This is an optimization exercise on Yosys and OpenROAD, whose aim is small area, not a production implementation. RTL that was checked went through simulation tests only; none was proved equivalent to the original. Power figures rest on the tool's default switching activity, not on a simulated workload. No driver is modelled on the clock port, so clocking that relies on it looks cheaper here than on a real chip.

==> branch juniper: inputs <==
==> flow/design.v <==
module fc_crc16_step (
    input  wire [15:0] crc_in,
    input  wire [7:0]  data,
    output reg  [15:0] crc_out
);
    integer k;
    always @(*) begin
        crc_out = crc_in ^ {8'h00, data};
        for (k = 0; k < 8; k = k + 1) begin
            if (crc_out[0])
                crc_out = (crc_out >> 1) ^ 16'h8408;
            else
                crc_out = crc_out >> 1;
        end
    end
endmodule
module fc_aoi222 (
    input  wire a0, b0, a1, b1, a2, b2,
    output wire y
);
    assign y = ~((a0 & b0) | (a1 & b1) | (a2 & b2));
endmodule
module fc_aoi22 (
    input  wire a0, b0, a1, b1,
    output wire y
);
    assign y = ~((a0 & b0) | (a1 & b1));
endmodule
module fc_nand4 (
    input  wire a, b, c, d,
    output wire y
);
    assign y = ~(a & b & c & d);
endmodule
module fc_nor2 (
    input  wire a, b,
    output wire y
);
    assign y = ~(a | b);
endmodule
module framecodec_rx (
    input  wire        clk,
    input  wire        rst,          
    input  wire        bus_req,
    input  wire        bus_we,
    input  wire [11:0] bus_addr,
    input  wire [31:0] bus_wdata,
    output reg  [31:0] bus_rdata,
    output reg         bus_err,
    input  wire        rxd,
    output wire        irq
);
    localparam RXBUF_SIZE = 262;
    localparam RING       = 131;
    localparam NG         = 44;      
    localparam RX_IDLE       = 2'd0;
    localparam RX_COLLECTING = 2'd1;
    localparam RX_READY      = 2'd2;
    localparam S_IDLE  = 2'd0;
    localparam S_START = 2'd1;
    localparam S_DATA  = 2'd2;
    localparam S_STOP  = 2'd3;
    reg        rx_en;
    reg        baud_sel;
    reg  [2:0] ie;           
    reg        err_rx_ovf;
    reg        err_rx_ferr;
    reg  [7:0] rx_gap;
    reg  [1:0] rx_state;
    reg  [8:0] rx_count;
    reg  [15:0] crc_part;    
    reg  [7:0] last1;        
    reg  [7:0] last2;        
    reg        sync_b0;      
    reg        addr_b1;      
    reg  [7:0] len_b2;       
    reg  [7:0] rot;          
    reg  [8*RING-1:0] ring0;   
    reg  [8*RING-1:0] ring1;   
    reg        rxd_meta, rxd_s;
    reg  [1:0] u_state;
    reg  [4:0] u_cnt;        
    reg  [7:0] u_shreg;      
    reg        u_armed;      
    wire [9:0] word = bus_addr[11:2];
    wire aligned = (bus_addr[1:0] == 2'b00);
    wire sel_ctrl   = aligned && word == 10'h000;
    wire sel_status = aligned && word == 10'h001;
    wire sel_ie     = aligned && word == 10'h002;
    wire sel_err    = aligned && word == 10'h003;
    wire sel_rxctrl = aligned && word == 10'h00C;
    wire sel_rxcnt  = aligned && word == 10'h00D;
    wire sel_calc   = aligned && word == 10'h00E;
    wire sel_recv   = aligned && word == 10'h00F;
    wire sel_gap    = aligned && word == 10'h010;
    wire sel_rxbuf  = aligned && word >= 10'h100 && word < 10'h100 + RXBUF_SIZE;
    wire [8:0] buf_idx = word[8:0] - 9'h100;
    wire mapped = sel_ctrl | sel_status | sel_ie | sel_err | sel_rxctrl |
                  sel_rxcnt | sel_calc | sel_recv | sel_gap | sel_rxbuf;
    wire wr = bus_req && bus_we;
    wire rd = bus_req && !bus_we;
    wire soft_reset = wr && sel_ctrl && bus_wdata[31];
    wire do_reset   = rst || soft_reset;
    wire wr_ctrl    = wr && sel_ctrl && !bus_wdata[31];
    wire wr_ie      = wr && sel_ie;
    wire wr_err     = wr && sel_err;
    wire wr_gap     = wr && sel_gap;
    wire release_rx = wr && sel_rxctrl && bus_wdata[0];
    wire [4:0] bit_last  = baud_sel ? 5'd15 : 5'd31;
    wire [4:0] half_last = baud_sel ? 5'd7  : 5'd15;
    wire       bit_end   = (u_cnt == bit_last);
    always @(posedge clk) begin
        if (do_reset) begin
            rxd_meta <= 1'b1;
            rxd_s    <= 1'b1;
        end else begin
            rxd_meta <= rxd;
            rxd_s    <= rxd_meta;
        end
    end
    always @(posedge clk) begin
        if (do_reset) begin
            u_state <= S_IDLE;
            u_cnt   <= 5'd0;
            u_shreg <= 8'h00;
            u_armed <= 1'b0;
        end else begin
            case (u_state)
                S_IDLE: begin
                    if (!u_armed) begin
                        u_cnt   <= 5'd0;
                        u_shreg <= 8'h00;
                        if (rxd_s)
                            u_armed <= 1'b1;
                    end else begin
                        if (bit_end && u_shreg != 8'hFF)
                            u_shreg <= u_shreg + 8'd1;
                        if (!rxd_s) begin
                            u_cnt   <= 5'd0;
                            u_state <= S_START;
                        end else begin
                            u_cnt <= bit_end ? 5'd0 : u_cnt + 5'd1;
                        end
                    end
                end
                S_START: begin
                    if (u_cnt == half_last) begin
                        u_cnt   <= 5'd0;
                        u_shreg <= rxd_s ? 8'h00 : 8'h80;
                        u_state <= rxd_s ? S_IDLE : S_DATA;
                    end else begin
                        u_cnt   <= u_cnt + 5'd1;
                        u_shreg <= 8'h00;
                    end
                end
                S_DATA: begin
                    if (bit_end) begin
                        u_cnt   <= 5'd0;
                        u_shreg <= {rxd_s, u_shreg[7:1]};
                        if (u_shreg[0])
                            u_state <= S_STOP;
                    end else begin
                        u_cnt <= u_cnt + 5'd1;
                    end
                end
                S_STOP: begin
                    if (bit_end) begin
                        u_cnt   <= 5'd0;
                        u_shreg <= 8'h00;
                        u_armed <= rxd_s;
                        u_state <= S_IDLE;
                    end else begin
                        u_cnt <= u_cnt + 5'd1;
                    end
                end
            endcase
        end
    end
    wire       char_valid   = (u_state == S_STOP) && bit_end;
    wire [7:0] char_data    = u_shreg;
    wire       char_stop_ok = rxd_s;
    wire       line_gap  = !u_state[1] && (u_shreg >= rx_gap) && (u_shreg != 8'd0);
    wire [15:0] crc_next;
    fc_crc16_step u_crc (
        .crc_in  (crc_part),
        .data    (last2),
        .crc_out (crc_next)
    );
    wire       rx_en_now    = wr_ctrl ? bus_wdata[0] : rx_en;
    wire [1:0] state_now    = release_rx ? RX_IDLE : rx_state;
    wire [8:0] count_now    = release_rx ? 9'd0 : rx_count;
    wire       accept       = char_valid && rx_en_now;
    wire       store        = accept && state_now != RX_READY && count_now != RXBUF_SIZE;
    wire       drop         = accept && !store;
    always @(posedge clk) begin
        if (do_reset) begin
            rx_en       <= 1'b0;
            baud_sel    <= 1'b0;
            ie          <= 3'b000;
            err_rx_ovf  <= 1'b0;
            err_rx_ferr <= 1'b0;
            rx_gap      <= 8'd20;
            rx_state    <= RX_IDLE;
            rx_count    <= 9'd0;
            crc_part    <= 16'h0000;
            last1       <= 8'h00;
            last2       <= 8'h00;
        end else begin
            if (wr_ctrl) begin
                rx_en    <= bus_wdata[0];
                baud_sel <= bus_wdata[1];
            end
            if (wr_ie)
                ie <= bus_wdata[2:0];
            if (wr_gap)
                rx_gap <= bus_wdata[7:0];
            err_rx_ovf  <= (err_rx_ovf  && !(wr_err && bus_wdata[3])) || drop;
            err_rx_ferr <= (err_rx_ferr && !(wr_err && bus_wdata[4])) ||
                           (accept && !char_stop_ok);
            if (store) begin
                rx_state <= RX_COLLECTING;
                rx_count <= count_now + 9'd1;
                last1    <= char_data;
                last2    <= last1;
                if (release_rx)
                    crc_part <= 16'h0000;
                else if (rx_count >= 9'd2)
                    crc_part <= crc_next;
            end else if (release_rx) begin
                rx_state <= RX_IDLE;
                rx_count <= 9'd0;
                crc_part <= 16'h0000;
            end else if (line_gap && rx_state == RX_COLLECTING) begin
                rx_state <= RX_READY;
            end
        end
    end
    always @(posedge clk) begin
        if (store && count_now == 9'd0)
            sync_b0 <= (char_data == 8'h02);
        if (store && count_now == 9'd1)
            addr_b1 <= (char_data == 8'h03);
        if (store && count_now == 9'd2)
            len_b2 <= char_data;
    end
    wire [8:0] wr_idx = rx_count - 9'd1;       
    wire       ins    = (rot == wr_idx[8:1]);
    wire       ins0   = ins && !wr_idx[0];
    wire       ins1   = ins &&  wr_idx[0];
    always @(posedge clk) begin
        if (rst)
            rot <= 8'd0;
        else
            rot <= (rot == RING - 1) ? 8'd0 : rot + 8'd1;
        ring0 <= {ins0 ? last1 : ring0[7:0], ring0[8*RING-1:8]};
        ring1 <= {ins1 ? last1 : ring1[7:0], ring1[8*RING-1:8]};
    end
    wire [7:0] rd_slot = buf_idx[8:1];
    wire [8:0] rd_diff = {1'b0, rd_slot} - {1'b0, rot};
    wire [7:0] rd_pos  = rd_diff[8] ? rd_diff[7:0] + RING : rd_diff[7:0];
    wire [15:0] lo_n  = ~(16'd1 << rd_pos[3:0]);
    wire [8:0]  hi    = 9'd1 << rd_pos[7:4];
    wire [8:0]  hi0_n = ~(buf_idx[0] ? 9'd0 : hi);
    wire [8:0]  hi1_n = ~(buf_idx[0] ? hi : 9'd0);
    wire [3*NG-1:0] sel0, sel1;    
    genvar g, b;
    generate
        for (g = 0; g < RING; g = g + 1) begin : g_sel
            fc_nor2 u_s0 (.a(hi0_n[g >> 4]), .b(lo_n[g & 15]), .y(sel0[g]));
            fc_nor2 u_s1 (.a(hi1_n[g >> 4]), .b(lo_n[g & 15]), .y(sel1[g]));
        end
        assign sel0[3*NG-1:RING] = 0;
        assign sel1[3*NG-1:RING] = 0;
    endgenerate
    wire [7:0] ring_rd;
    generate
        for (b = 0; b < 8; b = b + 1) begin : g_bit
            wire [2*NG-1:0] t_n;        
            wire [2*NG/4-1:0] q;        
            for (g = 0; g < NG - 1; g = g + 1) begin : g_grp
                fc_aoi222 u_a0 (
                    .a0(sel0[3*g]),   .b0(ring0[8*(3*g)   + b]),
                    .a1(sel0[3*g+1]), .b1(ring0[8*(3*g+1) + b]),
                    .a2(sel0[3*g+2]), .b2(ring0[8*(3*g+2) + b]),
                    .y(t_n[g]));
                fc_aoi222 u_a1 (
                    .a0(sel1[3*g]),   .b0(ring1[8*(3*g)   + b]),
                    .a1(sel1[3*g+1]), .b1(ring1[8*(3*g+1) + b]),
                    .a2(sel1[3*g+2]), .b2(ring1[8*(3*g+2) + b]),
                    .y(t_n[NG + g]));
            end
            fc_aoi22 u_l0 (
                .a0(sel0[3*(NG-1)]),   .b0(ring0[8*(3*(NG-1))   + b]),
                .a1(sel0[3*(NG-1)+1]), .b1(ring0[8*(3*(NG-1)+1) + b]),
                .y(t_n[NG-1]));
            fc_aoi22 u_l1 (
                .a0(sel1[3*(NG-1)]),   .b0(ring1[8*(3*(NG-1))   + b]),
                .a1(sel1[3*(NG-1)+1]), .b1(ring1[8*(3*(NG-1)+1) + b]),
                .y(t_n[2*NG-1]));
            for (g = 0; g < 2*NG/4; g = g + 1) begin : g_nand
                fc_nand4 u_n (.a(t_n[4*g]), .b(t_n[4*g+1]), .c(t_n[4*g+2]),
                              .d(t_n[4*g+3]), .y(q[g]));
            end
            assign ring_rd[b] = |q;
        end
    endgenerate
    wire ready  = (rx_state == RX_READY);
    wire n_ge2  = (rx_count >= 9'd2);
    wire [15:0] crc_calc = (ready && n_ge2) ? crc_part : 16'h0000;
    wire [15:0] crc_recv = (ready && n_ge2) ? {last1, last2} : 16'h0000;
    wire crc_ok  = ready && n_ge2 && (crc_calc == crc_recv);
    wire sync_ok = ready && sync_b0;
    wire addr_ok = ready && n_ge2 && addr_b1;
    wire len_ok  = ready && (rx_count >= 9'd6) &&
                   ((rx_count <= 9'd250) ? (len_b2 == rx_count[7:0])
                                         : (len_b2 == 8'h00));
    wire err_any = err_rx_ovf | err_rx_ferr;
    assign irq = (ready && ie[1]) || (err_any && ie[2]);
    reg [31:0] rdata;
    always @(*) begin
        rdata = 32'h0000_0000;
        if (sel_ctrl)   rdata = {30'd0, baud_sel, rx_en};
        if (sel_status) rdata = {22'd0, irq, err_any, len_ok, addr_ok, sync_ok,
                                 crc_ok, rx_state == RX_COLLECTING, ready, 2'b00};
        if (sel_ie)     rdata = {29'd0, ie};
        if (sel_err)    rdata = {27'd0, err_rx_ferr, err_rx_ovf, 3'b000};
        if (sel_rxcnt)  rdata = {23'd0, rx_count};
        if (sel_calc)   rdata = {16'd0, crc_calc};
        if (sel_recv)   rdata = {16'd0, crc_recv};
        if (sel_gap)    rdata = {24'd0, rx_gap};
        if (sel_rxbuf && buf_idx < rx_count)
            rdata = {24'd0, (buf_idx == wr_idx) ? last1 : ring_rd};
    end
    always @(posedge clk) begin
        if (rst) begin
            bus_rdata <= 32'h0000_0000;
            bus_err   <= 1'b0;
        end else begin
            bus_rdata <= rd ? rdata : 32'h0000_0000;
            bus_err   <= bus_req && !mapped;
        end
    end
endmodule
==> flow/flow/run.sh <==
#!/bin/bash
# Own layout flow: the standard ORFS flow (standard.sh, unchanged synthesis,
# floorplan, power grid and tap cells), with two changes:
#  - clock tree: no dummy loads, sink clusters of up to 30 flip-flops within
#    80 um, clkbuf_16 buffers (the default tree balances with hundreds of
#    dummy loads and small clusters);
#  - port buffers: every input and output port still gets a buffer, of the
#    smallest buffer cell.
# Each step's full output goes to a log of its own in this folder.
set -euo pipefail
export CTS_ARGS="-sink_clustering_enable -repair_clock_nets -dont_use_dummy_load -sink_clustering_size 30 -sink_clustering_max_diameter 80 -buf_list sky130_fd_sc_hd__clkbuf_16"
export BUFFER_PORTS_ARGS="-buffer_cell sky130_fd_sc_hd__buf_1"
for step in synth floorplan place cts route finish; do
    bash standard.sh "$step" > "flow_$step.log" 2>&1
done
test -f out/final.def
==> flow/standard.sh <==
#!/bin/bash
# synth_recipe.tcl (not shown) runs the flow's synth.tcl, then flattens the netlist and writes it again
# the make line also repeats each setting of config.mk as NAME=value (left out here)
make -C /OpenROAD-flow-scripts/flow DESIGN_CONFIG=/design/flow/config.mk WORK_HOME=/design/flow/orfs CLKGATE_MAP_FILE= SYNTH_SCRIPT=/design/flow/synth_recipe.tcl "${@:-finish}"
==> flow/config.mk <==
export PLATFORM = sky130hd
export DESIGN_NAME = framecodec_rx
export DESIGN_NICKNAME = framecodec_rx
export VERILOG_FILES = /design/flow/design.v
export SDC_FILE = /design/flow/constraint.sdc
export NUM_CORES = 4
export LEC_CHECK = 0
export CAP_MARGIN = 20
export CORE_MARGIN = 2
export CORE_UTILIZATION = 70
export SLEW_MARGIN = 20
export SYNTH_HIERARCHICAL = 1
export SYNTH_MINIMUM_KEEP_SIZE = 0
==> flow/constraint.sdc <==
create_clock -name core_clock -period 10.0 [get_ports {clk}]
set_input_delay 2.0000 -clock core_clock [delete_from_list [all_inputs] [get_ports {clk}]]
set_output_delay 2.0000 -clock core_clock [all_outputs]
set_load 0.01 [all_outputs]
==> inputs of branch indigo, as changes to branch juniper <==
--- a/flow/design.v
+++ b/flow/design.v
@@ -97,8 +97,8 @@
     wire [8:0] buf_idx = word[8:0] - 9'h100;
     wire mapped = sel_ctrl | sel_status | sel_ie | sel_err | sel_rxctrl |
                   sel_rxcnt | sel_calc | sel_recv | sel_gap | sel_rxbuf;
-    wire wr = bus_req && bus_we;
-    wire rd = bus_req && !bus_we;
+    wire wr = bus_req && bus_we && mapped;
+    wire rd = bus_req && !bus_we && mapped;
     wire soft_reset = wr && sel_ctrl && bus_wdata[31];
     wire do_reset   = rst || soft_reset;
     wire wr_ctrl    = wr && sel_ctrl && !bus_wdata[31];
@@ -179,7 +179,8 @@
     wire       char_valid   = (u_state == S_STOP) && bit_end;
     wire [7:0] char_data    = u_shreg;
     wire       char_stop_ok = rxd_s;
-    wire       line_gap  = !u_state[1] && (u_shreg >= rx_gap) && (u_shreg != 8'd0);
+    wire [7:0] gap_limit = (rx_gap == 8'd0) ? 8'd1 : rx_gap;
+    wire       line_gap  = !u_state[1] && (u_shreg >= gap_limit);
     wire [15:0] crc_next;
     fc_crc16_step u_crc (
         .crc_in  (crc_part),
==> flow/flow/run.sh (replaced) <==
#!/bin/bash
# Own layout flow: the standard ORFS flow (standard.sh, unchanged synthesis,
# floorplan, power grid and tap cells), with two changes:
#  - clock tree: no dummy loads, sink clusters of up to 24 flip-flops within
#    60 um, clkbuf_16 buffers (the default tree balances with hundreds of
#    dummy loads and small clusters);
#  - port buffers: every input and output port still gets a buffer, of the
#    smallest buffer cell.
# Each step's full output goes to a log of its own in this folder.
set -euo pipefail
export CTS_ARGS="-sink_clustering_enable -repair_clock_nets -dont_use_dummy_load -sink_clustering_size 24 -sink_clustering_max_diameter 60 -buf_list sky130_fd_sc_hd__clkbuf_16"
export BUFFER_PORTS_ARGS="-buffer_cell sky130_fd_sc_hd__buf_1"
for step in synth floorplan place cts route finish; do
    bash standard.sh "$step" > "flow_$step.log" 2>&1
done
test -f out/final.def
--- a/flow/config.mk
+++ b/flow/config.mk
@@ -7,7 +7,7 @@
 export LEC_CHECK = 0
 export CAP_MARGIN = 20
 export CORE_MARGIN = 2
-export CORE_UTILIZATION = 70
+export CORE_UTILIZATION = 60
 export SLEW_MARGIN = 20
 export SYNTH_HIERARCHICAL = 1
 export SYNTH_MINIMUM_KEEP_SIZE = 0
==> summary.txt <==
final core utilization=75.37%; run status=complete, no violations; Post-Synth XOR/XNOR Area=1.741%; signal buffers share of area=0.8259%; power share of the clock group=30.3%; CP arrival=8.87 ns; pin count of the biggest net entering global routing=38; vias per inst=6.810; Layout Nets=4448; Multi-In Gates=1933; unique cell type count in the Yosys netlist=82; wire length on met1=61500 um; layout cell share with drive strength beyond 1=4.497%; HP Start=ring0[816]$_DFF_P_; worst-margin pin slew=1.242 ns
the above is filed under branch juniper

==> summary.txt <==
wire length on met1=67240 um; worst-margin pin slew=1.188 ns; CP arrival=9.26 ns; run status=complete, no violations; power share of the clock group=34.1%; unique cell type count in the Yosys netlist=85; pin count of the biggest net entering global routing=46; Layout Nets=4510; final core utilization=65.50%; HP Start=ring1[1030]$_DFF_P_; Multi-In Gates=1957; vias per inst=6.430; layout cell share with drive strength beyond 1=5.248%
the above is filed under branch indigo

For branch indigo, only the layout was checked, not whether the RTL still works.

[afterwards: timing with drivers on the ports]
How much do the figures lean on ideal ports? The routed layouts below were timed once more, with nothing changed but the port constraints. Step 1 (the two cells are an assumption about what drives the block):
set clk [get_ports {clk}]
set_driving_cell -lib_cell sky130_fd_sc_hd__clkbuf_16 $clk
set_driving_cell -lib_cell sky130_fd_sc_hd__buf_2 [delete_from_list [all_inputs] $clk]
Step 2 moves the port delays by t, midway between the first and last clock arrival at a register: inputs arrive t later, outputs are due t later. That takes back most of the time a late clock gives input paths. a / b / c = no drivers / after step 1 / after step 2; a / b = the first two.
run	t (ns)	slack for setup (ns)	worst data-port slew with drivers (ns)	pins driven straight from the clock port
branch juniper	0.726	1.621 / 1.672 / 0.946	0.05	1
branch indigo	0.770	1.271 / 1.326 / 0.555	0.03	1
After both steps every run listed still meets setup and hold. For branch indigo, which loses most, drivers alone change the setup slack by +0.055 ns; drivers and shift together by -0.716 ns.
